From an optimization exercise on the open Yosys and OpenROAD flow, aimed at small area, a short achievable clock period and few clock cycles per item; shortcuts taken in it are not production practice. Where RTL was checked, it was by simulation tests only, not by an equivalence proof against the original. For runs 1 and 5, only the layout was checked, not whether the RTL still works. Power and IR drop assume default switching activity.

`design/flow/flow/run.sh`:
```
#!/bin/bash
# Own layout flow: the standard synthesis unchanged, then the standard layout with a
# larger setup-slack margin, so that ORFS's timing repair keeps working on paths well below the
# clock period. Each step's full output goes to a log file of its own in this folder.
set -euo pipefail
bash standard.sh synth > synth.log 2>&1
bash standard.sh SETUP_SLACK_MARGIN=9.6 finish > layout.log 2>&1
```
`design/flow/standard.sh`:
```
#!/bin/bash
# synth_recipe.tcl (not shown) runs the flow's synth.tcl, then flattens the netlist and writes it again
# the make line also repeats each setting of config.mk as NAME=value (left out here)
make -C /OpenROAD-flow-scripts/flow DESIGN_CONFIG=/design/flow/config.mk WORK_HOME=/design/flow/orfs CLKGATE_MAP_FILE= SYNTH_SCRIPT=/design/flow/synth_recipe.tcl "${@:-finish}"
```
`design/flow/config.mk`:
```
export PLATFORM = sky130hd
export DESIGN_NAME = oi1_codec
export DESIGN_NICKNAME = oi1_codec
export VERILOG_FILES = /design/flow/design.v
export SDC_FILE = /design/flow/constraint.sdc
export NUM_CORES = 4
export LEC_CHECK = 0
export CAP_MARGIN = 20
export CORE_MARGIN = 2
export CORE_UTILIZATION = 40
export SLEW_MARGIN = 20
export SYNTH_MEMORY_MAX_BITS = 16384
```
`design/flow/constraint.sdc`:
```
create_clock -name core_clock -period 13.0 [get_ports {clk}]
set_input_delay 2.6000 -clock core_clock [delete_from_list [all_inputs] [get_ports {clk}]]
set_output_delay 2.6000 -clock core_clock [all_outputs]
set_load 0.01 [all_outputs]
```
`design/flow/design.v`:
```
module oi1_crc_lut (
    input  wire [31:0] crc,
    input  wire [7:0]  data,
    output reg  [31:0] value
);
  integer i;
  always @(*) begin
    value = crc ^ {24'd0, data};
    for (i = 0; i < 8; i = i + 1)
      value = value[0] ? ((value >> 1) ^ 32'hEDB88320) : (value >> 1);
  end
endmodule
module oi1_codec (
    input  wire        clk,
    input  wire        rst,
    input  wire        cmd_valid,
    output wire        cmd_ready,
    input  wire [7:0]  cmd_op,
    input  wire [15:0] cmd_len,
    input  wire        in_valid,
    output wire        in_ready,
    input  wire [7:0]  in_data,
    output wire        out_valid,
    input  wire        out_ready,
    output wire [7:0]  out_data,
    output wire        rsp_valid,
    output wire [3:0]  rsp_status,
    output wire [1:0]  rsp_version,
    output wire        rsp_verified,
    output wire [31:0] rsp_crc,
    output wire [31:0] rsp_expected,
    output wire [7:0]  rsp_err_char,
    output wire [15:0] rsp_err_pos,
    output wire        rsp_is_valid,
    output wire [1:0]  rsp_reason,
    output wire [6:0]  rsp_quality,
    output wire [2:0]  rsp_issues
);
  localparam [7:0] OP_CRC    = 8'h02;
  localparam [7:0] OP_ENCODE = 8'h07;
  localparam [7:0] OP_DECODE = 8'h08;
  localparam [7:0] OP_VALID  = 8'h0A;
  localparam [7:0] OP_QUAL   = 8'h0B;
  localparam [3:0] ST_OK         = 4'd0;
  localparam [3:0] ST_FORMAT     = 4'd2;
  localparam [3:0] ST_VALIDATION = 4'd3;
  localparam [3:0] ST_DECODING   = 4'd4;
  localparam [3:0] ST_INTEGRITY  = 4'd5;
  localparam [3:0] ST_BADCMD     = 4'd7;
  localparam [7:0] SYM_O  = 8'h4F;   
  localparam [7:0] SYM_0  = 8'h30;   
  localparam [7:0] SYM_I  = 8'h49;   
  localparam [7:0] SYM_L  = 8'h6C;   
  localparam [2:0] RNG_80_BF = 3'd0;
  localparam [2:0] RNG_A0_BF = 3'd1;
  localparam [2:0] RNG_80_9F = 3'd2;
  localparam [2:0] RNG_90_BF = 3'd3;
  localparam [2:0] RNG_80_8F = 3'd4;
  function [7:0] sym_of;
    input [1:0] g;
    begin
      case (g)
        2'd0: sym_of = SYM_O;
        2'd1: sym_of = SYM_0;
        2'd2: sym_of = SYM_I;
        default: sym_of = SYM_L;
      endcase
    end
  endfunction
  reg         cmd_ready_q;
  reg         act;           
  reg         st;            
  reg         m_crc, m_enc, m_dec, m_val, m_qua, m_none;
  reg         lz;            
  reg         lt8;           
  reg         dfmt;          
  reg         dv2;           
  reg  [1:0]  version_q;
  reg  [15:0] in_left;       
  reg         in_ready_q;
  reg         d_en;          
  wire cmd_fire = cmd_valid && cmd_ready_q;
  wire in_fire  = in_valid && in_ready_q;
  wire op_reads = (cmd_op == OP_CRC) || (cmd_op == OP_ENCODE) || (cmd_op == OP_DECODE) ||
                  (cmd_op == OP_VALID) || (cmd_op == OP_QUAL);
  reg  [7:0]  d;             
  reg  [3:0]  dh;            
  reg         v;             
  reg         d_comp;        
  reg         d_main;        
  wire        s = |dh;
  wire [1:0]  g = {dh[2] | dh[3], dh[1] | dh[3]};
  reg  [31:0] x;             
  reg  [5:0]  acc;           
  reg         bad, mism;
  reg  [1:0]  u_need;
  reg  [2:0]  u_rng;
  reg         u_err;
  reg  [15:0] pos;           
  reg  [7:0]  h1, h2;        
  reg         vk1, vk2;      
  reg         eqa, eqb, eqc;
  reg         run4;
  reg  [2:0]  wdist;          
  reg  signed [19:0] pe;     
  reg  [20:0] hq0, hq1, hq2, hq3;
  reg  signed [23:0] zq;
  reg  signed [19:0] wq;
  reg  [38:0] dq;
  reg  [3:0]  dp;
  reg         hf;            
  reg         out_valid_q;
  reg  [7:0]  out_data_q;
  reg  [5:0]  sq;            
  reg  [1:0]  sqn;           
  reg  [4:0]  tcnt;          
  reg         rsp_valid_q;
  reg  [3:0]  status_q;
  reg         isv_q;
  reg  [1:0]  reason_q;
  reg  [6:0]  quality_q;
  reg  [2:0]  issues_q;
  wire [7:0]  crc_in = m_dec ? {acc, g} : d;
  wire [31:0] crc_step;
  oi1_crc_lut u_crc (.crc(~x), .data(crc_in), .value(crc_step));
  wire [31:0] x_step = ~crc_step;
  wire [31:0] x_rot  = {x[29:0], x[31:30]};
  wire [7:0] ub = {acc, g};
  reg  [1:0] u_need_s;
  reg  [2:0] u_rng_s;
  reg        u_bad_s;
  always @(*) begin
    u_need_s = 2'd0;
    u_rng_s  = RNG_80_BF;
    u_bad_s  = 1'b0;
    if (u_need == 2'd0) begin
      if (ub <= 8'h7F) begin
        u_need_s = 2'd0;
      end else if (ub >= 8'hC2 && ub <= 8'hDF) begin
        u_need_s = 2'd1;
      end else if (ub == 8'hE0) begin
        u_need_s = 2'd2;
        u_rng_s  = RNG_A0_BF;
      end else if (ub == 8'hED) begin
        u_need_s = 2'd2;
        u_rng_s  = RNG_80_9F;
      end else if (ub >= 8'hE1 && ub <= 8'hEF) begin
        u_need_s = 2'd2;
      end else if (ub == 8'hF0) begin
        u_need_s = 2'd3;
        u_rng_s  = RNG_90_BF;
      end else if (ub == 8'hF4) begin
        u_need_s = 2'd3;
        u_rng_s  = RNG_80_8F;
      end else if (ub >= 8'hF1 && ub <= 8'hF3) begin
        u_need_s = 2'd3;
      end else begin
        u_bad_s  = 1'b1;
      end
    end else begin
      u_need_s = u_need - 2'd1;
      case (u_rng)
        RNG_A0_BF: u_bad_s = !(ub >= 8'hA0 && ub <= 8'hBF);
        RNG_80_9F: u_bad_s = !(ub >= 8'h80 && ub <= 8'h9F);
        RNG_90_BF: u_bad_s = !(ub >= 8'h90 && ub <= 8'hBF);
        RNG_80_8F: u_bad_s = !(ub >= 8'h80 && ub <= 8'h8F);
        default:   u_bad_s = !(ub >= 8'h80 && ub <= 8'hBF);
      endcase
    end
  end
  reg         e1q, e2q;
  wire [7:0]  prev1 = v ? d  : h1;
  wire [7:0]  prev2 = v ? h1 : h2;
  wire        vk1e  = vk1 && !st;
  wire        vk2e  = vk2 && !st;
  wire        run_hit = e1q && eqa && eqb;
  wire        alt_hit = e2q && eqc && !eqb;
  wire        qv   = v && m_qua;
  wire [20:0] hsel = ({21{dh[0]}} & hq0) | ({21{dh[1]}} & hq1) |
                     ({21{dh[2]}} & hq2) | ({21{dh[3]}} & hq3);
  wire [20:0] hinc = hsel + 21'd25;
  wire [38:0] opa  = !qv ? 39'd0 : s ? {15'd0, hsel, 3'b000} : {{17{wq[19]}}, wq, 2'b00};
  wire [38:0] opb  = (qv && s) ? {{15{zq[23]}}, zq} : 39'd0;
  wire [38:0] cs_s = dq ^ opa ^ opb;
  wire [38:0] cs_m = (dq & opa) | (dq & opb) | (opa & opb);
  wire [38:0] cs_c = {cs_m[37:0], 1'b0};
  wire [8:0]  dq_c0 = {1'b0, cs_s[7:0]}   + {1'b0, cs_c[7:0]};
  wire [8:0]  dq_c1 = {1'b0, cs_s[15:8]}  + {1'b0, cs_c[15:8]}  + {8'd0, dp[0]};
  wire [8:0]  dq_c2 = {1'b0, cs_s[23:16]} + {1'b0, cs_c[23:16]} + {8'd0, dp[1]};
  wire [8:0]  dq_c3 = {1'b0, cs_s[31:24]} + {1'b0, cs_c[31:24]} + {8'd0, dp[2]};
  wire [6:0]  dq_c4 = cs_s[38:32] + cs_c[38:32] + {6'd0, dp[3]};
  reg  signed [19:0] pe_add;
  always @(*) begin
    if (!alt_hit)             pe_add = -20'sd3;
    else case (wdist)
      3'd1:    pe_add = 20'sd7;
      3'd2:    pe_add = 20'sd17;
      3'd3:    pe_add = 20'sd27;
      default: pe_add = 20'sd37;
    endcase
  end
  wire out_fire = out_valid_q && out_ready;
  wire out_fire_data_load = out_fire && sqn != 2'd0;
  reg         bad_n, mism_n, u_err_n;
  reg  [1:0]  u_need_n;
  reg         ov_n, hf_n, rsp_n;
  reg         dec_emit;
  reg         enc_free;
  wire full      = v || hf;
  wire tail_pend = act && (in_left == 16'd0) && !full && !lz && (tcnt != 5'd16);
  always @(*) begin
    bad_n    = bad;
    mism_n   = mism;
    u_err_n  = u_err;
    u_need_n = u_need;
    dec_emit = 1'b0;
    if (st) begin
      bad_n = 1'b0; mism_n = 1'b0; u_err_n = 1'b0; u_need_n = 2'd0;
    end else if (v && !bad && (m_dec ? !dfmt : m_val)) begin
      if (!s)
        bad_n = 1'b1;
      else if (m_dec && d_main) begin
        if (d_comp) begin
          dec_emit = 1'b1;
          u_need_n = u_need_s;
          u_err_n  = u_err | u_bad_s;
        end
      end else if (m_dec) begin
        mism_n = mism | (g != x[31:30]);
      end
    end
    enc_free = !out_valid_q || (out_ready && sqn == 2'd0);
    ov_n = out_valid_q && !out_fire;
    hf_n = hf;
    if (m_enc) begin
      if (out_fire && sqn != 2'd0)
        ov_n = 1'b1;
      else if (enc_free && (full || (tail_pend && !st)))
        ov_n = 1'b1;
      hf_n = full && !enc_free;
    end else if (dec_emit) begin
      ov_n = 1'b1;
    end
    rsp_n = 1'b0;
    if (act) begin
      if (m_none)
        rsp_n = st;
      else if (in_left == 16'd0) begin
        if (m_qua)
          rsp_n = !st && !v && (dp == 4'd0);
        else if (m_enc)
          rsp_n = lz || (!st && !full && !ov_n && tcnt == 5'd16);
        else if (m_dec)
          rsp_n = !ov_n;
        else
          rsp_n = 1'b1;
      end
    end
  end
  wire       left_nz_n = in_fire ? (|in_left[15:1]) : (|in_left);
  wire [1:0] left_lo_n = in_left[1:0] - {1'b0, in_fire};
  wire       full_n    = in_fire || hf_n;
  wire       in_ready_n = cmd_ready_q ? (cmd_fire && op_reads && (|cmd_len))
                                      : (act && left_nz_n &&
                                         !(m_enc && full_n) &&
                                         !(m_dec && left_lo_n == 2'd1 && ov_n));
  always @(posedge clk) begin
    if (rst) begin
      cmd_ready_q <= 1'b1;
      act         <= 1'b0;
      st          <= 1'b0;
      in_ready_q  <= 1'b0;
      d_en        <= 1'b1;
      v           <= 1'b0;
      hf          <= 1'b0;
      out_valid_q <= 1'b0;
      rsp_valid_q <= 1'b0;
    end else begin
      cmd_ready_q <= rsp_n || (cmd_ready_q && !cmd_fire);
      act         <= cmd_fire || (act && !rsp_n);
      st          <= cmd_fire;
      in_ready_q  <= in_ready_n;
      d_en        <= !(m_enc && full_n);
      v           <= in_fire;
      hf          <= hf_n;
      out_valid_q <= ov_n;
      rsp_valid_q <= rsp_n;
    end
  end
  always @(posedge clk) begin
    if (!act) begin
      m_crc     <= (cmd_op == OP_CRC);
      m_enc     <= (cmd_op == OP_ENCODE);
      m_dec     <= (cmd_op == OP_DECODE);
      m_val     <= (cmd_op == OP_VALID);
      m_qua     <= (cmd_op == OP_QUAL);
      m_none    <= !op_reads;
      lz        <= (cmd_len == 16'd0);
      lt8       <= (cmd_len < 16'd8);
      dfmt      <= (cmd_len[1:0] != 2'b00);
      dv2       <= (cmd_len > 16'd16) && (cmd_len[1:0] == 2'b00);
      version_q <= (cmd_len == 16'd0) ? 2'd3 :
                   (cmd_len[1:0] != 2'b00) ? 2'd0 :
                   (cmd_len > 16'd16) ? 2'd2 : 2'd1;
      in_left   <= cmd_len;
    end else if (in_fire) begin
      in_left   <= in_left - 16'd1;
    end
  end
  always @(posedge clk) begin
    if (d_en) begin
      d      <= in_data;
      e1q    <= (in_data == prev1) && (v || vk1e);
      e2q    <= (in_data == prev2) && (v ? vk1e : vk2e);
      dh     <= {in_data == SYM_L, in_data == SYM_I, in_data == SYM_0, in_data == SYM_O};
      d_comp <= (in_left[1:0] == 2'd1);
      d_main <= !dv2 || (in_left > 16'd16);
    end
  end
  always @(posedge clk) begin
    bad    <= bad_n;
    mism   <= mism_n;
    u_err  <= u_err_n;
    u_need <= u_need_n;
    if (st) begin
      x    <= 32'd0;
      pos  <= 16'd0;
      vk1  <= 1'b0;
      vk2  <= 1'b0;
      eqa  <= 1'b0;
      eqb  <= 1'b0;
      eqc  <= 1'b0;
      run4 <= 1'b0;
      wdist <= 3'd4;
      pe   <= -20'sd1;
      hq0  <= 21'd0;
      hq1  <= 21'd0;
      hq2  <= 21'd0;
      hq3  <= 21'd0;
      zq   <= 24'sd63;
      wq   <= -20'sd3;
      dq   <= {39{1'b1}};
      dp   <= 4'd0;
      tcnt <= 5'd0;
      u_rng <= RNG_80_BF;
    end else begin
      if (v && (m_crc || m_enc))
        x <= x_step;
      else if (dec_emit)
        x <= x_step;
      else if (v && m_dec && !dfmt && !bad && s && !d_main)
        x <= x_rot;
      if (v && m_dec && !dfmt && !bad && s) begin
        if (d_main)
          acc <= {acc[3:0], g};
        else
          dq[31:0] <= {dq[29:0], g};    
      end
      if (dec_emit)
        u_rng <= u_rng_s;
      if (v && (m_qua || !bad)) begin
        pos <= pos + 16'd1;
        h1  <= d;
      end
      if (v && m_qua) begin
        h2   <= h1;
        vk1  <= 1'b1;
        vk2  <= vk1;
        eqa  <= e1q;
        eqb  <= eqa;
        eqc  <= e2q;
        if (run_hit)
          run4 <= 1'b1;
        wdist <= alt_hit ? 3'd1 : (wdist == 3'd4) ? 3'd4 : wdist + 3'd1;
        pe   <= pe + pe_add;
        if (dh[0]) hq0 <= hinc;
        if (dh[1]) hq1 <= hinc;
        if (dh[2]) hq2 <= hinc;
        if (dh[3]) hq3 <= hinc;
        zq  <= zq - (s ? 24'sd74 : 24'sd24);
        wq  <= wq - 20'sd6;
      end
      if (m_qua) begin
        dq <= {dq_c4[6:0], dq_c3[7:0], dq_c2[7:0], dq_c1[7:0], dq_c0[7:0]};
        dp <= {dq_c3[8], dq_c2[8], dq_c1[8], dq_c0[8]};
      end
      if (m_enc && enc_free && tail_pend)
        tcnt <= tcnt + 5'd1;
    end
  end
  always @(posedge clk) begin
    if (m_enc) begin
      if (out_fire_data_load) begin
        out_data_q <= sym_of(sq[5:4]);
        sq         <= {sq[3:0], 2'b00};
        sqn        <= sqn - 2'd1;
      end else if (enc_free && full) begin
        out_data_q <= sym_of(d[7:6]);
        sq         <= d[5:0];
        sqn        <= 2'd3;
      end else if (enc_free && tail_pend && !st) begin
        out_data_q <= sym_of(x[5'd31 - {tcnt[3:0], 1'b0} -: 2]);
        sqn        <= 2'd0;
      end
    end else if (dec_emit) begin
      out_data_q <= {acc, g};
      sqn        <= 2'd0;
    end
  end
  always @(posedge clk) begin
    status_q  <= m_none ? ST_BADCMD :
                 !m_dec ? ST_OK :
                 dfmt ? ST_FORMAT :
                 bad_n ? ST_VALIDATION :
                 (u_err_n || u_need_n != 2'd0) ? ST_DECODING :
                 (dv2 && mism_n) ? ST_INTEGRITY : ST_OK;
    isv_q     <= !lz && !bad_n;
    reason_q  <= lz ? 2'd1 : bad_n ? 2'd2 : 2'd0;
    issues_q  <= {run4 || !pe[19], lt8, !dq[38]};
    quality_q <= 7'd100 - (!dq[38] ? 7'd20 : 7'd0) - (lt8 ? 7'd10 : 7'd0)
                        - ((run4 || !pe[19]) ? 7'd15 : 7'd0);
  end
  assign cmd_ready    = cmd_ready_q;
  assign in_ready     = in_ready_q;
  assign out_valid    = out_valid_q;
  assign out_data     = out_data_q;
  assign rsp_valid    = rsp_valid_q;
  assign rsp_status   = status_q;
  assign rsp_version  = version_q;
  assign rsp_verified = dv2;
  assign rsp_crc      = x;
  assign rsp_expected = dq[31:0];
  assign rsp_err_char = h1;
  assign rsp_err_pos  = pos;
  assign rsp_is_valid = isv_q;
  assign rsp_reason   = reason_q;
  assign rsp_quality  = quality_q;
  assign rsp_issues   = issues_q;
endmodule
```
==> run summary, run 1 <==
status timing/DRC/antenna clean; Num CTS Buffers 44; R2R Path Start dh[3]$_DFFE_PP_; antenna violations before repair 1; VDD IR-drop max 0.0991 mV; routed length per instance 18.8 um; Hold Crit Start eqc$_SDFFE_PP0P_; area fraction of the dominant cell type after synthesis 26.7%; latest clock arrival within the worst-skew pair 0.57 ns; hold buffers post-CTS 0; Vias 18,103; Syn Area/Cell 9.06 sq um; worst-case hold slack 0.454 ns; setup ws final 9.04 ns; top post-synthesis cells by area dfxtp_1 27%, edfxtp_1 12%, nand2_1 5.7%; Routed WL 62,200 um; area grow syn2layout 28.4%; Max Root-Sink Buffers 3; hold path depth 2; grt total ovfl 0; Die Ht 234 um; design area 27,200 sq um; DP HPWL 38,900 um; post-synth top area cell dfxtp_1; most common cell after layout, fill and taps aside nand2_1; sequential area share after synthesis 38.3%; Die X 234 um; die area 54,900 sq um; CP Capture Type flip-flop; post-route ant nets 0; Final Hold Fails 0; final-layout fill cell count 4,685; startpoint types flip-flop; Final Max Slew Viols 0; RR Endpoint dq[38]$_SDFFE_PP1P_; area of placed instances 23,100 sq um; Synth warnings 2; layout cells sized above 1 27.2%; relative slew slack 27.0%; crit path time final 3.96 ns; P per Cell Area 117 nW/um^2; Max H-tree Level 2; RSZ-0062 raised after global routing yes; fmax 253 MHz; worst reg2reg path depth 16; Post-synth top flop dfxtp_1; largest net degree at the start of global routing 87; first-pass GRT wire length 96,700 um; TritonCTS clock tree built; vias in the first global route 18,035; Slew @ Worst Pin 1.08 ns; syn nets 2,519; # nets final 2,762; clock slew at reported path FFs 0.06 ns; Initial Utilization 40.4%; Layout Skew 0.0113 ns; EDFF count, synth 82; critical path class flip-flop to flip-flop; synthesized cell area 21,200 sq um; Tot GR Track Use 22.2%; core box area 52,400 sq um; IO Count 157; DR iter-0 viols 1,175; row cnt 84; leakage power total 10.8 nW; crit path max fanout 6; drt first pass iters 5; Final Util 51.9%; post-DR vias/cell 5.48; IO Port Bufs 155; WHS Endpoint eqc$_SDFFE_PP0P_; FF-to-FF setup slack 9.04 ns; period utilization 30.4%; root buf cell clkbuf_16; Final Wtd Congestion 0.832; most frequent cells in the layout 313 x nand2_1, 195 x nor2_1, 186 x dfxtp_1, 166 x buf_4, 151 x a21oi_1; DR DRC count 0; Mapped Cells 2,340; Max Cap Viol 0; ys async rst share 0%; Worst Path Required 13.45 ns; HP Class flip-flop to flip-flop; Netlist cell types 89; Clock Sink Count 365; Setup Viol. Count Final 0; post-place setup slack 8.22 ns; post-synthesis register bit count 365; n_diodes 0; Worst EP arrival 4.41 ns; Setup TNS 0 ns
[sequential cells by signal, indices dropped and copies added, names as in the netlist, 4 cells and up]
| register | flops |
|---|---|
| out_data_q | 8 |
| hq1 | 21 |
| pos | 16 |
| d | 8 |
| tcnt | 5 |
| dq | 39 |
| acc | 6 |
| quality_q | 7 |
| x | 32 |
| hq0 | 21 |
| zq | 23 |
| h2 | 8 |
| h1 | 8 |
| in_left | 16 |
| hq2 | 21 |
| dp | 4 |
| dh | 4 |
| hq3 | 21 |
| sq | 6 |
| wq | 19 |
| pe | 20 |
[critical path, cell delays in order (launching register included)]
cell,delay (ns)
edfxtp_1,0.42
buf_12,0.16
or4_4,0.66
inv_12,0.11
and3_4,0.19
fa_1,0.43
inv_2,0.07
fa_2,0.19
inv_2,0.05
fa_2,0.36
a21o_1,0.17
a21oi_2,0.16
o21bai_1,0.09
a21oi_1,0.16
xnor2_1,0.16
nor3_1,0.07
or3b_1,0.39
[routing by layer]
layer | wire [um] | part of all wire [%] | up-vias | GRT usage, %
li1 | - | - | 8660 | -
met1 | 26300 | 42 | 8848 | 27.5
met2 | 30400 | 49 | 462 | 38.0
met3 | 3080 | 5.0 | 131 | 3.57
met4 | 2320 | 3.7 | 2 | 9.85
met5 | 11 | 0.018 | - | 0
[Yosys cell counts, types with 10 or more instances]
master,count
nand3_1,50
o31ai_1,14
dfxtp_1,283
a211oi_1,54
nand3b_1,13
xnor2_1,117
a21o_1,20
nor3_1,33
a21oi_1,174
nand2b_1,11
inv_1,97
nand2_1,323
clkbuf_1,86
o21ai_0,79
buf_1,14
ha_1,95
buf_2,17
nor4_1,23
a22oi_1,29
buf_4,39
fa_1,47
and2_1,18
or3_1,19
mux4_2,10
nor2_1,200
nor2b_1,20
edfxtp_1,82
or4_1,11
a221oi_1,14
o211ai_1,34
mux2i_1,77
nand4_1,11
xor2_1,68
and3_1,22
a22o_1,10
[layout make-up]
cell class / count / area (sq um) / share of cell area (%)
well taps: 688 / 861 / 3.16
repair inverters: 2 / 27.5 / 0.101
multi-input cells: 1719 / 12800 / 47.1
clock inverters: 17 / 150 / 0.551
inverters: 99 / 392 / 1.44
clock buffers: 63 / 1310 / 4.79
flip-flops and latches: 365 / 8420 / 30.9
repair buffers: 352 / 3250 / 11.9
[where the power goes]
part / switching (mW) / internal [mW] / leakage, nW / total, mW
clock network: 0.503 / 0.739 / 0.728 / 1.24
logic: 0.325 / 0.331 / 6.89 / 0.656
registers: 0.0634 / 1.23 / 3.15 / 1.29
total: 0.892 / 2.30 / 10.8 / 3.19
[worst max path at each step]
stage	startpoint	end	slack, ns	cells after the start
final	dh[3]$_DFFE_PP_	dq[38]$_SDFFE_PP1P_	9.04	16
after floorplan	dh[0]$_DFFE_PP_	dq[38]$_SDFFE_PP1P_	9.17	16
after global placement	dh[0]$_DFFE_PP_	dq[38]$_SDFFE_PP1P_	8.30	16
after global routing	dh[3]$_DFFE_PP_	dq[38]$_SDFFE_PP1P_	8.89	16
after CTS	dh[0]$_DFFE_PP_	dq[38]$_SDFFE_PP1P_	9.02	16
after detailed placement	dh[1]$_DFFE_PP_	dq[38]$_SDFFE_PP1P_	8.22	16
[kinds of logic (layout without fill, tap and decap cells)]
kind of cell             Yosys count  after routing  share of synthesized area, %
buffers and inverters            258            533                          5.47
multiplexers                      97             97                          5.31
adder cells (fa/ha/maj)          142            142                          10.0
AND/OR/NAND/NOR                  787            789                          17.2
other                              1              1                        0.0177
AO/OA/AOI/OAI                    494            494                          14.9
XOR/XNOR                         196            196                          8.75
flip-flops                       365            365                          38.3
[metrics by stage]
| stage | instances | total power [mW] |
|---|---|---|
| after floorplan | 2340 | 1.67 |
| after global placement | 3039 | 1.82 |
| after detailed placement | 3039 | 1.83 |
| after CTS | 3264 | 3.16 |
| after global routing | 3305 | 3.32 |
| final | 3305 | 3.19 |
[repair_timing]
action,in CTS,in global routing
pin swaps,74,84
buffers inserted,139,40
hold endpoints to repair,0,0
setup endpoints to repair,262,254
resized for setup,868,144
gates cloned,6,1
==> run 2, diff against run 1 <==
--- a/design/flow/design.v
+++ b/design/flow/design.v
@@ -85,10 +85,11 @@
                   (cmd_op == OP_VALID) || (cmd_op == OP_QUAL);
   reg  [7:0]  d;             
   reg  [3:0]  dh;            
+  reg         vs, vn;        
   reg         v;             
   reg         d_comp;        
   reg         d_main;        
-  wire        s = |dh;
+  wire        s = vs;        
   wire [1:0]  g = {dh[2] | dh[3], dh[1] | dh[3]};
   reg  [31:0] x;             
   reg  [5:0]  acc;           
@@ -105,7 +106,6 @@
   reg  signed [19:0] pe;     
   reg  [20:0] hq0, hq1, hq2, hq3;
   reg  signed [23:0] zq;
-  reg  signed [19:0] wq;
   reg  [38:0] dq;
   reg  [3:0]  dp;
   reg         hf;            
@@ -179,8 +179,9 @@
   wire [20:0] hsel = ({21{dh[0]}} & hq0) | ({21{dh[1]}} & hq1) |
                      ({21{dh[2]}} & hq2) | ({21{dh[3]}} & hq3);
   wire [20:0] hinc = hsel + 21'd25;
-  wire [38:0] opa  = !qv ? 39'd0 : s ? {15'd0, hsel, 3'b000} : {{17{wq[19]}}, wq, 2'b00};
-  wire [38:0] opb  = (qv && s) ? {{15{zq[23]}}, zq} : 39'd0;
+  wire [15:0] pos_inc = pos + 16'd1;
+  wire [38:0] opa  = vs ? {15'd0, hsel, 3'b000} : vn ? ~{19'd0, pos, 4'b0000} : 39'd0;
+  wire [38:0] opb  = vs ? {{15{zq[23]}}, zq} : vn ? ~{20'd0, pos_inc, 3'b010} : 39'd0;
   wire [38:0] cs_s = dq ^ opa ^ opb;
   wire [38:0] cs_m = (dq & opa) | (dq & opb) | (opa & opb);
   wire [38:0] cs_c = {cs_m[37:0], 1'b0};
@@ -307,12 +308,15 @@
       in_left   <= in_left - 16'd1;
     end
   end
+  wire in_sym = (in_data == SYM_O) || (in_data == SYM_0) || (in_data == SYM_I) || (in_data == SYM_L);
   always @(posedge clk) begin
+    dh <= {4{in_fire}} & {in_data == SYM_L, in_data == SYM_I, in_data == SYM_0, in_data == SYM_O};
+    vs <= in_fire && in_sym;
+    vn <= in_fire && !in_sym;
     if (d_en) begin
       d      <= in_data;
       e1q    <= (in_data == prev1) && (v || vk1e);
       e2q    <= (in_data == prev2) && (v ? vk1e : vk2e);
-      dh     <= {in_data == SYM_L, in_data == SYM_I, in_data == SYM_0, in_data == SYM_O};
       d_comp <= (in_left[1:0] == 2'd1);
       d_main <= !dv2 || (in_left > 16'd16);
     end
@@ -338,7 +342,6 @@
       hq2  <= 21'd0;
       hq3  <= 21'd0;
       zq   <= 24'sd63;
-      wq   <= -20'sd3;
       dq   <= {39{1'b1}};
       dp   <= 4'd0;
       tcnt <= 5'd0;
@@ -359,7 +362,7 @@
       if (dec_emit)
         u_rng <= u_rng_s;
       if (v && (m_qua || !bad)) begin
-        pos <= pos + 16'd1;
+        pos <= pos_inc;
         h1  <= d;
       end
       if (v && m_qua) begin
@@ -378,7 +381,6 @@
         if (dh[2]) hq2 <= hinc;
         if (dh[3]) hq3 <= hinc;
         zq  <= zq - (s ? 24'sd74 : 24'sd24);
-        wq  <= wq - 20'sd6;
       end
       if (m_qua) begin
         dq <= {dq_c4[6:0], dq_c3[7:0], dq_c2[7:0], dq_c1[7:0], dq_c0[7:0]};
--- a/design/flow/flow/run.sh
+++ b/design/flow/flow/run.sh
@@ -4,4 +4,4 @@
 # clock period. Each step's full output goes to a log file of its own in this folder.
 set -euo pipefail
 bash standard.sh synth > synth.log 2>&1
-bash standard.sh SETUP_SLACK_MARGIN=9.6 finish > layout.log 2>&1
+bash standard.sh SETUP_SLACK_MARGIN=9.0 finish > layout.log 2>&1
==> run 2 against run 1 <==
  * Die area decreased by 2.1%
  * Combinational power decreased by about 10%
  * Global-route usage decreased by 0.76 points
  * Hold slack got worse by 0.0016 ns
  * Routed wire length decreased by 5.6%
  * Fmax decreased by 0.54%
  * First-iteration DRC count increased by 4.6%
  * Still clean
  * Synthesized cell count increased by 2.7%
==> run summary, run 2 <==
area grow syn2layout 17.6%; syn nets 2,581 (+2.5%); DR iter-0 viols 1,229 (+4.6%); die area 53,700 sq um (-2.1%); Initial Utilization 40.4% (about the same); Layout Skew 0.0290 ns (+0.0177 ns); Final Wtd Congestion 0.876 (+5.3%); biggest regs dq (39), x (32), zq (23); worst path buffer plus inverter count 1 (-3); Final Hold Fails 0 (unchanged); leakage power total 9.98 nW (-7.4%); setup ws final 9.02 ns (-0.0213 ns); clock slew at reported path FFs 0.06 ns (about the same); layout cells sized above 1 10.5% (-17 points); hold buffers post-CTS 0 (unchanged); antenna violations before repair 1 (unchanged); routing usage on met1 29.1% (+1.6 points); IO Count 157 (unchanged); Top delay family on crit path flip-flops; synthesized cell area 20,700 sq um (-2.1%); Cell Chain, Critical Path dlygate4sd2_1; hold path depth 2 (unchanged); TritonCTS clock tree built; Vias 17,419 (-3.8%); design area 24,400 sq um (-10%); status timing/DRC/antenna clean; RSZ-0062 raised after global routing yes; Tot GR Track Use 21.4% (-0.76 points); post-synthesis register bit count 348 (-4.7%); fmax 251 MHz (-0.54%); area of placed instances 22,600 sq um (-2.3%); Max H-tree Level 2 (unchanged); Netlist cell types 92 (+3.4%); Crit-path slowest cell dfxtp_4; critical path class flip-flop to output port; core box area 51,300 sq um (-2.2%); routed length per instance 18.4 um (-2.3%); Setup TNS 0 ns (unchanged); most numerous cell in the Yosys netlist nand2_1; relative slew slack 25.7% (-1.3 points); period utilization 30.6% (+0.16 points); post-place setup slack 8.19 ns (-0.0249 ns); startpoint types flip-flop; R2R Path Start pos[5]$_SDFFE_PP0P_; number of flip-flops in the largest register 39 (unchanged); first-pass GRT wire length 91,800 um (-5.1%); Die X 232 um (-1.1%); Biggest register dq; Routed WL 58,700 um (-5.6%); FF-to-FF setup slack 9.08 ns (+0.04 ns); synth cell count leaders 439 x nand2_1, 270 x dfxtp_1, 208 x a21oi_1, 188 x nor2_1, 123 x xnor2_1; EDFF count, synth 78 (-4.9%); VDD IR-drop max 0.0803 mV (-19%); Die Ht 232 um (-1.1%); Setup Viol. Count Final 0 (unchanged); post-DR vias/cell 5.45 (-0.43%); # nets final 2,660 (-3.7%); Worst EP arrival 1.38 ns (-3.03 ns); crit path max fanout 6 (unchanged); worst-case hold slack 0.452 ns (-0.00164 ns); most common cell after layout, fill and taps aside nand2_1; drt first pass iters 5 (unchanged); HP Class flip-flop to flip-flop; Largest stage delay, worst path 0.40 ns (-0.26 ns); Syn Area/Cell 8.63 sq um (-4.7%); CP Capture Type output port; Worst Path Required 10.40 ns (-3.05 ns); Mapped Cells 2,404 (+2.7%); final-layout fill cell count 4,917 (+5.0%); Synth warnings 2 (unchanged); most frequent cells in the layout 438 x nand2_1, 205 x dfxtp_1, 200 x a21oi_1, 185 x nor2_1, 123 x xnor2_1; met3 usage 3.59% (+0.011 points); DP HPWL 39,400 um (+1.2%); post-route ant nets 0 (unchanged); M2 GR Usage 34.8% (-3.2 points); top post-synthesis cells by area dfxtp_1 26%, edfxtp_1 11%, nand2_1 7.9%; P per Cell Area 124 nW/um^2 (+5.8%); post-synth top area cell dfxtp_1; row cnt 83 (-1.2%); Final Max Slew Viols 0 (unchanged); root buf cell clkbuf_16; sequential area share after synthesis 37.3% (-1.0 points); largest net degree at the start of global routing 88 (+1.1%); RR Endpoint dp[2]$_SDFFE_PP0P_; grt total ovfl 0 (unchanged); vias in the first global route 16,758 (-7.1%); Hold Crit Start hq2[11]$_SDFFE_PP0P_; area fraction of the dominant cell type after synthesis 26.1% (-0.67 points); worst reg2reg path depth 17 (+1); Num CTS Buffers 41 (-6.8%); Slew @ Worst Pin 1.11 ns (+0.0299 ns); Max Cap Viol 0 (unchanged); Post-synth top flop dfxtp_1; DR DRC count 0 (unchanged); ys async rst share 0% (unchanged); crit path time final 3.98 ns (+0.0213 ns); Most Used Layer, Global Route met2; Max Root-Sink Buffers 3 (unchanged); IO Port Bufs 155 (unchanged); WHS Endpoint hq2[11]$_SDFFE_PP0P_; Clock Sink Count 348 (-4.7%); latest clock arrival within the worst-skew pair 0.59 ns (+0.02 ns)
-- run 2: layout make-up --
class | instances | area [sq um] | share of cell area, %
multi-input cells | 1786 | 12000 | 49.3
flip-flops and latches | 348 | 7850 | 32.2
repair buffers | 200 | 1900 | 7.79
clock buffers | 60 | 1230 | 5.04
well taps | 680 | 851 | 3.49
inverters | 106 | 402 | 1.65
clock inverters | 13 | 124 | 0.508
diodes | 1 | 2.50 | 0.0103
-- run 2: power breakdown --
group	switching [mW]	leakage, nW	total (mW)	internal (mW)
registers	0.0860	2.97	1.27	1.18
clock network	0.489	0.671	1.17	0.680
logic	0.312	6.34	0.588	0.276
total	0.887	9.98	3.02	2.14
-- run 2: timing repair --
action,4_1_cts,5_1_grt
gates resized for setup,207,46
pin swaps,4,6
buffers inserted,9,10
cloned,3,3
setup endpoints to repair,146,37
hold endpoints to repair,0,0
-- run 2: logic make-up (layout without fill, tap and decap cells) --
| group | Yosys count | in the layout | synth area share [%] |
|---|---|---|---|
| AOI/OAI and AO/OA | 562 | 562 | 17.3 |
| xor gates and xnor gates | 220 | 220 | 9.98 |
| adders and majority gates | 141 | 141 | 9.72 |
| buffers and inverters | 271 | 379 | 5.68 |
| DFF | 348 | 348 | 37.3 |
| muxes | 41 | 41 | 2.64 |
| other | 1 | 2 | 0.0181 |
| and+or+nand+nor | 820 | 821 | 17.3 |
-- run 2: worst max-delay path by stage --
stage	startpoint	end	slack (ns)	cells after the start
final	pos[2]$_SDFFE_PP0P_	rsp_err_pos[2]	9.02	1
after global routing	pos[3]$_SDFFE_PP0P_	dp[2]$_SDFFE_PP0P_	8.93	17
after CTS	pos[1]$_SDFFE_PP0P_	dp[2]$_SDFFE_PP0P_	8.72	17
after detailed placement	vs$_DFF_P_	dq[31]$_SDFFE_PP1P_	8.19	17
after global placement	vs$_DFF_P_	dp[3]$_SDFFE_PP0P_	8.33	19
after floorplan	pos[2]$_SDFFE_PP0P_	dp[2]$_SDFFE_PP0P_	9.02	17
-- run 2: through the flow --
step / power [mW] / std cells / util (%)
after floorplan: 1.71 / 2404 / -
after global placement: 1.88 / 3095 / 44.0
after detailed placement: 1.89 / 3095 / 44.0
after CTS: 3.04 / 3180 / 47.0
after global routing: 3.17 / 3194 / 47.5
final: 3.02 / 3194 / 47.5
-- run 2: worst reg2reg max path, delay by kind of cell, from the launching register on --
| kind | cells | cell delay (ns) |
|---|---|---|
| buffers and inverters | 1 | 0.05 |
| adders and majority gates | 3 | 1.24 |
| and+or+nand+nor | 5 | 0.92 |
| AOI/OAI and AO/OA | 7 | 1.00 |
| DFF | 1 | 0.39 |
| xor gates and xnor gates | 1 | 0.13 |
-- run 2: routing by layer --
| layer | up-vias | part of all wire, % | wire [um] |
|---|---|---|---|
| li1 | 8478 | - | - |
| met1 | 8362 | 46 | 26700 |
| met2 | 481 | 46 | 26900 |
| met3 | 98 | 6.1 | 3600 |
| met4 | 0 | 2.5 | 1460 |
| met5 | - | 0 | 0 |
Testbench counts of run 2, summed over its fixed seeds: cycles 20,325, items 13,868.
==> run 3, diff against run 2 <==
--- a/design/flow/flow/run.sh
+++ b/design/flow/flow/run.sh
@@ -4,4 +4,4 @@
 # clock period. Each step's full output goes to a log file of its own in this folder.
 set -euo pipefail
 bash standard.sh synth > synth.log 2>&1
-bash standard.sh SETUP_SLACK_MARGIN=9.0 finish > layout.log 2>&1
+bash standard.sh SETUP_SLACK_MARGIN=9.3 CTS_BUF_LIST=sky130_fd_sc_hd__clkbuf_8 CORE_UTILIZATION=60 finish > layout.log 2>&1
==> run 3 against run 2 <==
  * Clock power shrank 14%
  * Synthesized area is the same
  * Critical path depth unchanged
  * Register-to-register slack gained 0.13 ns
  * Routed wire length rose by 0.54%
  * Via count is 5.5% higher
  * Utilization rose by 26 points
  * Critical endpoint is now rsp_err_char[0]
  * Fmax rose by 0.89%
  * Sequential share of layout area down 0.35 points
  * Power decreased by 1.8%
  * Hold slack better by 0.00071 ns
==> run summary, run 3 <==
FF-to-FF setup slack 9.21 ns (+0.13 ns); antenna violations before repair 0 (-1); sequential area share after synthesis 37.3% (unchanged); vias in the first global route 17,573 (+4.9%); Worst EP arrival 1.34 ns (-0.04 ns); fmax 254 MHz (+0.89%); worst path buffer plus inverter count 1 (unchanged); layout cells sized above 1 21.2% (+11 points); post-synthesis register bit count 348 (unchanged); Post-synth top flop dfxtp_1; Slew @ Worst Pin 1.18 ns (+0.0678 ns); worst-case hold slack 0.453 ns (+0.000710 ns); post-route ant nets 0 (unchanged); clock slew at reported path FFs 0.06 ns (about the same); P per Cell Area 117 nW/um^2 (-5.3%); Biggest register dq; most frequent cells in the layout 430 x nand2_1, 200 x a21oi_1, 185 x nor2_1, 174 x dfxtp_1, 134 x buf_4; Die X 190 um (-18%); startpoint types flip-flop; period utilization 30.3% (-0.27 points); CP Capture Type output port; Final Max Slew Viols 0 (unchanged); number of flip-flops in the largest register 39 (unchanged); multi-input logic area 12,200 sq um (+1.3%); DR iter-0 viols 1,555 (+27%); DR DRC count 0 (unchanged); Crit-path slowest cell edfxtp_1; Syn Area/Cell 8.63 sq um (unchanged); Final Wtd Congestion 0.943 (+7.6%); post-DR vias/cell 5.91 (+8.3%); Layout Skew 0.0216 ns (-0.00748 ns); relative slew slack 21.0% (-4.7 points); status timing/DRC/antenna clean; core box area 34,300 sq um (-33%); crit path max fanout 4 (-2); IO Port Bufs 155 (unchanged); IO Count 157 (unchanged); # nets final 2,783 (+4.6%); Setup TNS 0 ns (unchanged); Max Root-Sink Buffers 3 (unchanged); Initial Utilization 60.5% (+20 points); TritonCTS clock tree built; critical path class flip-flop to output port; Tot GR Track Use 32.1% (+11 points); DP HPWL 37,400 um (-5.1%); ys async rst share 0% (unchanged); grt total ovfl 0 (unchanged); VDD IR-drop max 0.0953 mV (+19%); top post-synthesis cells by area dfxtp_1 26%, edfxtp_1 11%, nand2_1 7.9%; Synth warnings 2 (unchanged); area grow syn2layout 21.9%; post-synth top area cell dfxtp_1; area fraction of the dominant cell type after synthesis 26.1% (unchanged); Netlist cell types 92 (unchanged); drt first pass iters 6 (+1); most common cell after layout, fill and taps aside nand2_1; synth cell count leaders 439 x nand2_1, 270 x dfxtp_1, 208 x a21oi_1, 188 x nor2_1, 123 x xnor2_1; Die Ht 190 um (-18%); crit path time final 3.94 ns (-0.0349 ns); first-pass GRT wire length 92,400 um (+0.73%); Top delay family on crit path flip-flops; n_diodes 0 (-1); Setup Viol. Count Final 0 (unchanged); Cell Chain, Critical Path buf_6; row cnt 68 (-18%); overall power 2.97 mW (-1.8%); die area 36,100 sq um (-33%); syn nets 2,581 (unchanged); largest net degree at the start of global routing 100 (+14%); Num CTS Buffers 59 (+44%); synthesized cell area 20,700 sq um (unchanged); Mapped Cells 2,404 (unchanged); Clock Sink Count 348 (unchanged); most numerous cell in the Yosys netlist nand2_1; HP Class flip-flop to flip-flop; leakage power total 10.7 nW (+7.1%); Routed WL 59,000 um (+0.54%); latest clock arrival within the worst-skew pair 0.67 ns (+0.08 ns); EDFF count, synth 78 (unchanged); Largest stage delay, worst path 0.50 ns (+0.10 ns); root buf cell clkbuf_8; Final Hold Fails 0 (unchanged); routed length per instance 19.0 um (+3.3%); biggest regs dq (39), x (32), zq (23); Max Cap Viol 0 (unchanged); FF+latch area 8050 sq um (+2.6%); final-layout fill cell count 2,577 (-48%); Vias 18,371 (+5.5%); RSZ-0062 raised after global routing yes; Max H-tree Level 2 (unchanged); Worst Path Required 10.40 ns (about the same)
-- run 3: layer usage --
layer | global-route usage [%] | share of wire, % | wire, um
met4 | 11.3 | 3.2 | 1880
met3 | 5.52 | 7.7 | 4530
met1 | 44.2 | 43 | 25300
met2 | 51.2 | 46 | 27300
met5 | 0 | 0 | 0
-- run 3: area by class of cell --
type | count | share of cell area, %
multi-input cells | 1785 | 48.2
repair buffers | 306 | 11.3
well taps | 455 | 2.25
clock buffers | 79 | 4.30
flip-flops and latches | 348 | 31.8
inverters | 106 | 1.59
clock inverters | 31 | 0.514
-- run 3: final timing paths --
path,start,end,cells after the start
worst max-delay path,h1[0]$_DFFE_PP_,rsp_err_char[0],1
worst min-delay path,hq0[0]$_SDFFE_PP0P_,hq0[0]$_SDFFE_PP0P_,2
worst min register to register,hq0[0]$_SDFFE_PP0P_,hq0[0]$_SDFFE_PP0P_,2
worst max register to register,pos[0]$_SDFFE_PP0P_,dp[2]$_SDFFE_PP0P_,17
-- run 3: where the power goes --
group | internal, mW | total (mW) | switching (mW)
logic | 0.351 | 0.709 | 0.359
clock network | 0.539 | 1.01 | 0.471
registers | 1.18 | 1.25 | 0.0653
total | 2.07 | 2.97 | 0.895
-- run 3: metrics by stage --
| stage | worst slack [ns] | instance area [sq um] | utilization (%) | cells |
|---|---|---|---|---|
| detailed placement | 8.33 | 22400 | 65.3 | 2871 |
| global route | 9.01 | 25300 | 73.8 | 3110 |
| global placement | 8.43 | 22400 | 65.3 | 2871 |
| CTS | 9.01 | 24800 | 72.3 | 3081 |
| finish | 9.06 | 25300 | 73.8 | 3110 |
| floorplan | 9.22 | 20900 | - | 2404 |
-- run 3: cell families (layout without fill, tap and decap cells) --
logic type / after synthesis / after routing / synth area share [%]
buffers and inverters: 271 / 522 / 5.68
xor gates and xnor gates: 220 / 220 / 9.98
adders and majority gates: 141 / 141 / 9.72
other: 1 / 1 / 0.0181
DFF: 348 / 348 / 37.3
muxes: 41 / 41 / 2.64
AOI/OAI and AO/OA: 562 / 562 / 17.3
and+or+nand+nor: 820 / 820 / 17.3
-- run 3: timing repair --
action / CTS / global route
gates resized for setup: 764 / 72
hold buffers: 0 / 0
setup endpoints to repair: 171 / 142
gates cloned: 2 / 2
buffers inserted: 98 / 27
pin swaps: 12 / 33
==> run 4, diff against run 3 <==
==> design/flow/flow/run.sh (replaced) <==
#!/bin/bash
# Own layout flow: the standard synthesis unchanged, then the standard layout with a
# larger setup-slack margin, so that ORFS's timing repair keeps working on paths well below the
# clock period. Each step's full output goes to a log file of its own in this folder.
set -euo pipefail
bash standard.sh synth > synth.log 2>&1
bash standard.sh SETUP_SLACK_MARGIN=9.3 finish > layout.log 2>&1
==> run 4 against run 3 <==
  * Global-route usage is 10 points lower
  * Synthesized cell count stayed put
  * Largest power group unchanged
  * Sequential share of layout area hardly changed
  * Non-clock buffer count is 14 lower
  * Critical endpoint is now rsp_err_char[2]
  * Via count is 2.8% lower
  * Still clean on timing, DRC and antenna
==> run summary, run 4 <==
DP HPWL 39,100 um (+4.8%); root buf cell clkbuf_16; TritonCTS clock tree built; Initial Utilization 40.4% (-20 points); n_diodes 0 (unchanged); latest clock arrival within the worst-skew pair 0.58 ns (-0.09 ns); met2 wire length 28,100 um (+3.0%); status timing/DRC/antenna clean; RSZ-0062 raised after global routing yes; Die X 232 um (+22%); Die Ht 232 um (+22%); leakage power total 10.5 nW (-2.2%); FF+latch area 8030 sq um (-0.31%); grt total ovfl 0 (unchanged); sequential area share after synthesis 37.3% (unchanged); antenna violations before repair 0 (unchanged); first-pass GRT wire length 94,100 um (+1.8%); Synth warnings 2 (unchanged); # nets final 2,753 (-1.1%); hold buffers post-CTS 0 (unchanged); Clock Sink Count 348 (unchanged); ys async rst share 0% (unchanged); relative slew slack 26.8% (+5.8 points); Top delay family on crit path flip-flops; multi-input logic area 12,200 sq um (+0.38%); Final Max Slew Viols 0 (unchanged); VDD IR-drop max 0.101 mV (+6.4%); CP Capture Type output port; EDFF count, synth 78 (unchanged); Final Non-Filler Cells 3,288 (+5.7%); area fraction of the dominant cell type after synthesis 26.1% (unchanged); area grow syn2layout 21.6%; critical path class flip-flop to output port; Max Cap Viol 0 (unchanged); Final Wtd Congestion 0.854 (-9.4%); top post-synthesis cells by area dfxtp_1 26%, edfxtp_1 11%, nand2_1 7.9%; most frequent cells in the layout 429 x nand2_1, 199 x a21oi_1, 184 x nor2_1, 184 x dfxtp_1, 134 x buf_4; crit path time final 3.79 ns (-0.148 ns); clock slew at reported path FFs 0.06 ns (about the same); most common cell after layout, fill and taps aside nand2_1; Setup TNS 0 ns (unchanged); Worst Path Required 10.40 ns (about the same); Largest stage delay, worst path 0.44 ns (-0.06 ns); post-synth top area cell dfxtp_1; worst-case hold slack 0.454 ns (+0.000821 ns); Final Hold Fails 0 (unchanged); DR WL met3 4270 um (-5.7%); Netlist cell types 92 (unchanged); Worst EP arrival 1.19 ns (-0.15 ns); Biggest register dq; placed cell count 3,097 (+7.9%); layout cells sized above 1 20.1% (-1.0 points); die area 53,700 sq um (+49%); DR DRC count 0 (unchanged); fmax 264 MHz (+3.9%); row cnt 83 (+22%); Tot GR Track Use 21.9% (-10 points); Mapped Cells 2,404 (unchanged); synthesized cell area 20,700 sq um (unchanged); number of flip-flops in the largest register 39 (unchanged); Vias 17,850 (-2.8%); Num CTS Buffers 42 (-29%); biggest regs dq (39), x (32), zq (23); post-DR vias/cell 5.43 (-8.1%); Crit-path slowest cell edfxtp_1; Layout Skew 0.0310 ns (+0.00943 ns); DR iter-0 viols 1,307 (-16%); wl on met1 26,500 um (+4.8%); IO Port Bufs 155 (unchanged); drt first pass iters 5 (-1); core box area 51,300 sq um (+50%); P per Cell Area 123 nW/um^2 (+5.1%); startpoint types flip-flop; routed length per instance 18.3 um (-3.7%); uppermost layer routed met4; Max H-tree Level 2 (unchanged); vias in the first global route 17,341 (-1.3%); Routed WL 60,100 um (+1.9%); post-place setup slack 7.59 ns (-0.740 ns); synth cell count leaders 439 x nand2_1, 270 x dfxtp_1, 208 x a21oi_1, 188 x nor2_1, 123 x xnor2_1; post-synthesis register bit count 348 (unchanged); final-layout fill cell count 4,823 (+87%); worst path buffer plus inverter count 1 (unchanged); setup ws final 9.21 ns (+0.148 ns); Slew @ Worst Pin 1.10 ns (-0.0845 ns); post-route ant nets 0 (unchanged); Cell Chain, Critical Path buf_2; crit path max fanout 2 (-2); Syn Area/Cell 8.63 sq um (unchanged); largest net degree at the start of global routing 90 (-10%); Max Root-Sink Buffers 3 (unchanged); Post-synth top flop dfxtp_1; syn nets 2,581 (unchanged); HP Class flip-flop to flip-flop; most numerous cell in the Yosys netlist nand2_1; IO Count 157 (unchanged); period utilization 29.2% (-1.1 points); Setup Viol. Count Final 0 (unchanged)
## run 4: cell counts after synthesis
Identical to the previous run, type by type.
## run 4: stage by stage
step | power, mW | instance area (sq um) | util, %
after floorplan | 1.71 | 20900 | -
after global routing | 3.26 | 25200 | 49.2
after detailed placement | 1.89 | 22700 | 44.2
after global placement | 1.88 | 22700 | 44.2
final | 3.11 | 25200 | 49.2
after CTS | 3.11 | 24700 | 48.2
## run 4: kinds of logic after synthesis
| family | share of synthesized area [%] |
|---|---|
| mux | 2.64 |
| other cells | 0.0181 |
| xor+xnor | 9.98 |
| compound gates | 17.3 |
| fa+ha+maj | 9.72 |
| flops | 37.3 |
| buf+inv | 5.68 |
| simple gates | 17.3 |
## run 4: area by class of cell
type                       instances  share of cell area, %
multi-input combinational       1786                   48.5
sequential                       348                   31.8
timing repair buffer             292                   9.08
clock buffer                      60                   4.76
tap                              680                   3.37
inverter                         106                   1.61
clock inverter                    16                  0.819
## run 4: routing by layer
layer / global-route usage (%) / vias to the layer above
li1: - / 8672
met2: 36.4 / 557
met5: 0 / -
met1: 29.1 / 8549
met4: 6.47 / 0
met3: 3.92 / 72
## run 4: where the power goes
part           internal (mW)  switching [mW]  leakage [nW]
clock                  0.724           0.481         0.697
combinational          0.307           0.346          6.77
sequential              1.18          0.0709          2.99
total                   2.21           0.898          10.5
## run 4: path summary, 6_finish.rpt
path / startpoint / slack [ns] / cells after the start / end
setup / recovery: h1[2]$_DFFE_PP_ / 9.21 / 1 / rsp_err_char[2]
hold reg to reg: hq0[12]$_SDFFE_PP0P_ / 0.45 / 2 / hq0[12]$_SDFFE_PP0P_
hold / removal: hq0[12]$_SDFFE_PP0P_ / 0.45 / 2 / hq0[12]$_SDFFE_PP0P_
setup reg to reg: pos[4]$_SDFFE_PP0P_ / 9.30 / 17 / dp[2]$_SDFFE_PP0P_
## run 4: what timing repair did
action / CTS / global route
buffers inserted: 81 / 30
setup endpoints to repair: 211 / 54
resized for setup: 702 / 66
cloned: 3 / 1
pin swaps: 14 / 34
hold endpoints to repair: 0 / 0
==> run 5, diff against run 4 <==
--- a/design/flow/design.v
+++ b/design/flow/design.v
@@ -105,7 +105,7 @@
   reg  [2:0]  wdist;          
   reg  signed [19:0] pe;     
   reg  [20:0] hq0, hq1, hq2, hq3;
-  reg  signed [23:0] zq;
+  wire [23:0] zq = x[23:0];    
   reg  [38:0] dq;
   reg  [3:0]  dp;
   reg         hf;            
@@ -169,8 +169,6 @@
     end
   end
   reg         e1q, e2q;
-  wire [7:0]  prev1 = v ? d  : h1;
-  wire [7:0]  prev2 = v ? h1 : h2;
   wire        vk1e  = vk1 && !st;
   wire        vk2e  = vk2 && !st;
   wire        run_hit = e1q && eqa && eqb;
@@ -315,22 +313,37 @@
     vn <= in_fire && !in_sym;
     if (d_en) begin
       d      <= in_data;
-      e1q    <= (in_data == prev1) && (v || vk1e);
-      e2q    <= (in_data == prev2) && (v ? vk1e : vk2e);
+      e1q    <= (in_data == h1) && vk1e;
+      e2q    <= (in_data == h2) && vk2e;
       d_comp <= (in_left[1:0] == 2'd1);
       d_main <= !dv2 || (in_left > 16'd16);
     end
   end
   always @(posedge clk) begin
+    if (m_qua) begin
+      if (in_fire) begin
+        h1 <= in_data;
+        h2 <= h1;
+      end
+      if (st) begin
+        vk1 <= in_fire;
+        vk2 <= 1'b0;
+      end else if (in_fire) begin
+        vk1 <= 1'b1;
+        vk2 <= vk1;
+      end
+    end else if (v && !bad) begin
+      h1 <= d;
+    end
+  end
+  always @(posedge clk) begin
     bad    <= bad_n;
     mism   <= mism_n;
     u_err  <= u_err_n;
     u_need <= u_need_n;
     if (st) begin
-      x    <= 32'd0;
+      x    <= m_qua ? 32'd63 : 32'd0;
       pos  <= 16'd0;
-      vk1  <= 1'b0;
-      vk2  <= 1'b0;
       eqa  <= 1'b0;
       eqb  <= 1'b0;
       eqc  <= 1'b0;
@@ -341,7 +354,6 @@
       hq1  <= 21'd0;
       hq2  <= 21'd0;
       hq3  <= 21'd0;
-      zq   <= 24'sd63;
       dq   <= {39{1'b1}};
       dp   <= 4'd0;
       tcnt <= 5'd0;
@@ -353,6 +365,8 @@
         x <= x_step;
       else if (v && m_dec && !dfmt && !bad && s && !d_main)
         x <= x_rot;
+      else if (v && m_qua)
+        x[23:0] <= zq - (s ? 24'd74 : 24'd24);
       if (v && m_dec && !dfmt && !bad && s) begin
         if (d_main)
           acc <= {acc[3:0], g};
@@ -361,14 +375,9 @@
       end
       if (dec_emit)
         u_rng <= u_rng_s;
-      if (v && (m_qua || !bad)) begin
+      if (v && (m_qua || !bad))
         pos <= pos_inc;
-        h1  <= d;
-      end
       if (v && m_qua) begin
-        h2   <= h1;
-        vk1  <= 1'b1;
-        vk2  <= vk1;
         eqa  <= e1q;
         eqb  <= eqa;
         eqc  <= e2q;
@@ -380,7 +389,6 @@
         if (dh[1]) hq1 <= hinc;
         if (dh[2]) hq2 <= hinc;
         if (dh[3]) hq3 <= hinc;
-        zq  <= zq - (s ? 24'sd74 : 24'sd24);
       end
       if (m_qua) begin
         dq <= {dq_c4[6:0], dq_c3[7:0], dq_c2[7:0], dq_c1[7:0], dq_c0[7:0]};
==> run 5 against run 4 <==
  * Highest routed layer unchanged
  * Setup slack worse by 0.079 ns
  * Still clean
  * Critical path depth is 19 higher
  * Utilization is 0.41 points lower
  * Largest power group unchanged
==> run summary, run 5 <==
status timing/DRC/antenna clean; placed cell count 3,036 (-2.0%); design area 24,400 sq um (-3.2%); Largest stage delay, worst path 0.48 ns (+0.04 ns); CP Capture Type flip-flop; TritonCTS clock tree built; antenna violations before repair 0 (unchanged); syn nets 2,531 (-1.9%); Final Max Slew Viols 0 (unchanged); Vias 17,743 (-0.60%); Cell Chain, Critical Path nand3_4 -> or3_4 -> nor2_4 -> and3_4 -> and3_4 -> xnor2_2 -> a22oi_2 -> fa_1 -> inv_1 -> fa_2 -> fa_2 -> a21oi_2 -> nor2_1 -> nor2_1 -> buf_4 -> buf_6 -> buf_6 -> xnor2_2 -> a21oi_1 -> nand2_1; Layout Skew 0.0155 ns (-0.0155 ns); post-place setup slack 7.85 ns (+0.259 ns); die area 52,400 sq um (-2.4%); leakage power total 10.1 nW (-3.3%); synthesized cell area 20,200 sq um (-2.5%); top post-synthesis cells by area dfxtp_1 21%, edfxtp_1 17%, nand2_1 7.5%; DP HPWL 41,800 um (+6.9%); FF-to-FF setup slack 9.13 ns (-0.17 ns); grt total ovfl 0 (unchanged); layout cells sized above 1 18.7% (-1.5 points); area fraction of the dominant cell type after synthesis 21.1% (-5.0 points); period utilization 29.8% (+0.60 points); worst setup path end dq[20]$_SDFFE_PP1P_; area grow syn2layout 20.6%; VDD IR-drop max 0.0964 mV (-5.0%); post-DR vias/cell 5.48 (+1.0%); Final Hold Fails 0 (unchanged); post-synthesis register bit count 325 (-6.6%); Final Non-Filler Cells 3,235 (-1.6%); Die X 229 um (-1.2%); startpoint types flip-flop; Final Wtd Congestion 0.876 (+2.5%); biggest regs dq (39), x (32); Max Cap Viol 0 (unchanged); critical path class flip-flop to flip-flop; post-route ant nets 0 (unchanged); Synth warnings 2 (unchanged); CP Launch Point pos[1]$_SDFFE_PP0P_; setup ws final 9.13 ns (-0.0786 ns); Routed WL 63,500 um (+5.8%); most common cell after layout, fill and taps aside nand2_1; most frequent cells in the layout 398 x nand2_1, 228 x a21oi_1, 195 x nor2_1, 160 x dfxtp_1, 147 x buf_4; crit path max fanout 3 (+1); synth cell count leaders 404 x nand2_1, 237 x a21oi_1, 213 x dfxtp_1, 201 x nor2_1, 142 x inv_1; Netlist cell types 85 (-7.6%); Setup Viol. Count Final 0 (unchanged); Mapped Cells 2,352 (-2.2%); routed length per instance 19.6 um (+7.5%); ys async rst share 0% (unchanged); crit path time final 3.87 ns (+0.0786 ns); DR iter-0 viols 1,493 (+14%); Max Root-Sink Buffers 3 (unchanged); hold buffers post-CTS 0 (unchanged); first-pass GRT wire length 98,700 um (+4.8%); HP Class flip-flop to flip-flop; Worst EP arrival 4.29 ns (+3.10 ns); Die Ht 229 um (-1.2%); Tot GR Track Use 23.8% (+1.8 points); worst reg2reg path depth 20 (+3); Slew @ Worst Pin 1.16 ns (+0.0628 ns); DR DRC count 0 (unchanged); Num CTS Buffers 38 (-9.5%); Post-synth top flop dfxtp_1; drt first pass iters 7 (+2); IO Port Bufs 155 (unchanged); Syn Area/Cell 8.60 sq um (-0.30%); worst path buffer plus inverter count 4 (+3); Setup TNS 0 ns (unchanged); most numerous cell in the Yosys netlist nand2_1; vias in the first global route 17,393 (+0.30%); Initial Utilization 40.4% (about the same); relative slew slack 22.6% (-4.2 points); fmax 258 MHz (-2.0%); P per Cell Area 124 nW/um^2 (+0.92%); Clock Sink Count 325 (-6.6%); row cnt 82 (-1.2%); R2R Path Start pos[1]$_SDFFE_PP0P_; n_diodes 0 (unchanged); root buf cell clkbuf_16; Worst Path Required 13.42 ns (+3.02 ns); Top delay family on crit path adder cells; Crit. path cell count 20 (+19); Biggest register dq; post-synth top area cell dfxtp_1; latest clock arrival within the worst-skew pair 0.56 ns (-0.02 ns); Crit-path slowest cell fa_1; sequential area share after synthesis 37.7% (+0.35 points); RSZ-0062 raised after global routing yes; Max H-tree Level 2 (unchanged); area of placed instances 22,100 sq um (-2.8%); overall power 3.04 mW (-2.3%); number of flip-flops in the largest register 39 (unchanged); clock slew at reported path FFs 0.06 ns (about the same); # nets final 2,712 (-1.5%); EDFF count, synth 112 (+44%); core box area 50,100 sq um (-2.4%); RR Endpoint dq[20]$_SDFFE_PP1P_; largest net degree at the start of global routing 77 (-14%); IO Count 157 (unchanged)
## run 5: per-stage QoR
step | hold WS (ns) | util, %
detailed placement | 0.447 | 44.1
finish | 0.456 | 48.8
global route | 0.468 | 48.8
CTS | 0.455 | 48.1
floorplan | 0.393 | -
global placement | 0.441 | 44.1
## run 5: how the worst min path moves through the flow
stage | start | depth (start not counted) | to
final | hq0[20]$_SDFFE_PP0P_ | 2 | hq0[20]$_SDFFE_PP0P_
after global routing | hq2[7]$_SDFFE_PP0P_ | 2 | hq2[7]$_SDFFE_PP0P_
after CTS | hq1[7]$_SDFFE_PP0P_ | 2 | hq1[7]$_SDFFE_PP0P_
after detailed placement | hq0[20]$_SDFFE_PP0P_ | 2 | hq0[20]$_SDFFE_PP0P_
after global placement | hq1[18]$_SDFFE_PP0P_ | 2 | hq1[18]$_SDFFE_PP0P_
after floorplan | lz$_DFFE_PN_ | 0 | reason_q[0]$_SDFF_PP1_
## run 5: power by group
part | switching [mW] | total, mW | internal, mW
logic | 0.404 | 0.723 | 0.319
registers | 0.0659 | 1.20 | 1.14
clock network | 0.451 | 1.11 | 0.663
## run 5: final cells by class
type                       instances  area, sq um
inverter                         145          562
fill                            4784        25700
clock inverter                    17          205
timing repair buffer             306         2440
sequential                       325         7800
tap                              672          841
multi-input combinational       1717        11500
clock buffer                      53         1080
## run 5: logic make-up (layout without fill, tap and decap cells)
kind of cell	count (synthesis)	count (layout)	synth area share, %
fa+ha+maj	143	143	10.6
flops	325	325	37.7
xor+xnor	195	195	8.55
simple gates	801	801	17.2
compound gates	543	543	16.4
other cells	1	1	0.0185
mux	34	34	2.36
buf+inv	310	521	7.09
## run 5: worst min-delay path: stages, from the launching register on
cell and delay, ns:
dfxtp_1 0.31, nand2_1 0.05, a21oi_1 0.05
## run 5: repair_timing
item	CTS	global route
gates cloned	3	1
gates resized for setup	627	54
endpoints found under the setup margin	225	94
pin swaps	18	26
setup buffers	107	18
## run 5: per-layer routing
metal | share of wire (%) | vias to the layer above | track usage (%)
met4 | 3.4 | 0 | 8.28
li1 | - | 8432 | -
met2 | 47 | 644 | 39.9
met5 | 0 | - | 0
met3 | 7.5 | 126 | 4.70
met1 | 42 | 8541 | 30.4

-- afterwards: timing with drivers on the ports --
The results above use ideal ports. As a check the final layouts listed here were re-extracted and re-timed, cells and wires unchanged. Step 1 (the two cells are an assumption about what drives the block):
set clk [get_ports {clk}]
set_driving_cell -lib_cell sky130_fd_sc_hd__clkbuf_16 $clk
set_driving_cell -lib_cell sky130_fd_sc_hd__buf_2 [delete_from_list [all_inputs] $clk]
Step 2, shift: input delay + t, output delay - t, t = (earliest + latest rising clock arrival at the registers) / 2. This alone moves slack from input paths to output paths. Three values: no drivers, after step 1, after step 2; two values: the first two.
run | t, ns | setup WS [ns] | worst slew at a driven data input, ns
run 1 | 0.627 | 9.043 / 9.043 / 9.038 | 0.05
run 2 | 0.633 | 9.022 / 8.962 / 8.488 | 0.08
run 3 | 0.715 | 9.057 / 9.004 / 8.707 | 0.04
run 4 | 0.625 | 9.205 / 9.146 / 8.773 | 0.07
run 5 | 0.609 | 9.127 / 9.079 / 8.775 | 0.04
After both steps setup and hold are still met in every run listed. The setup slack of run 2, which loses most, moves by -0.060 ns with the drivers and by -0.534 ns with both steps.
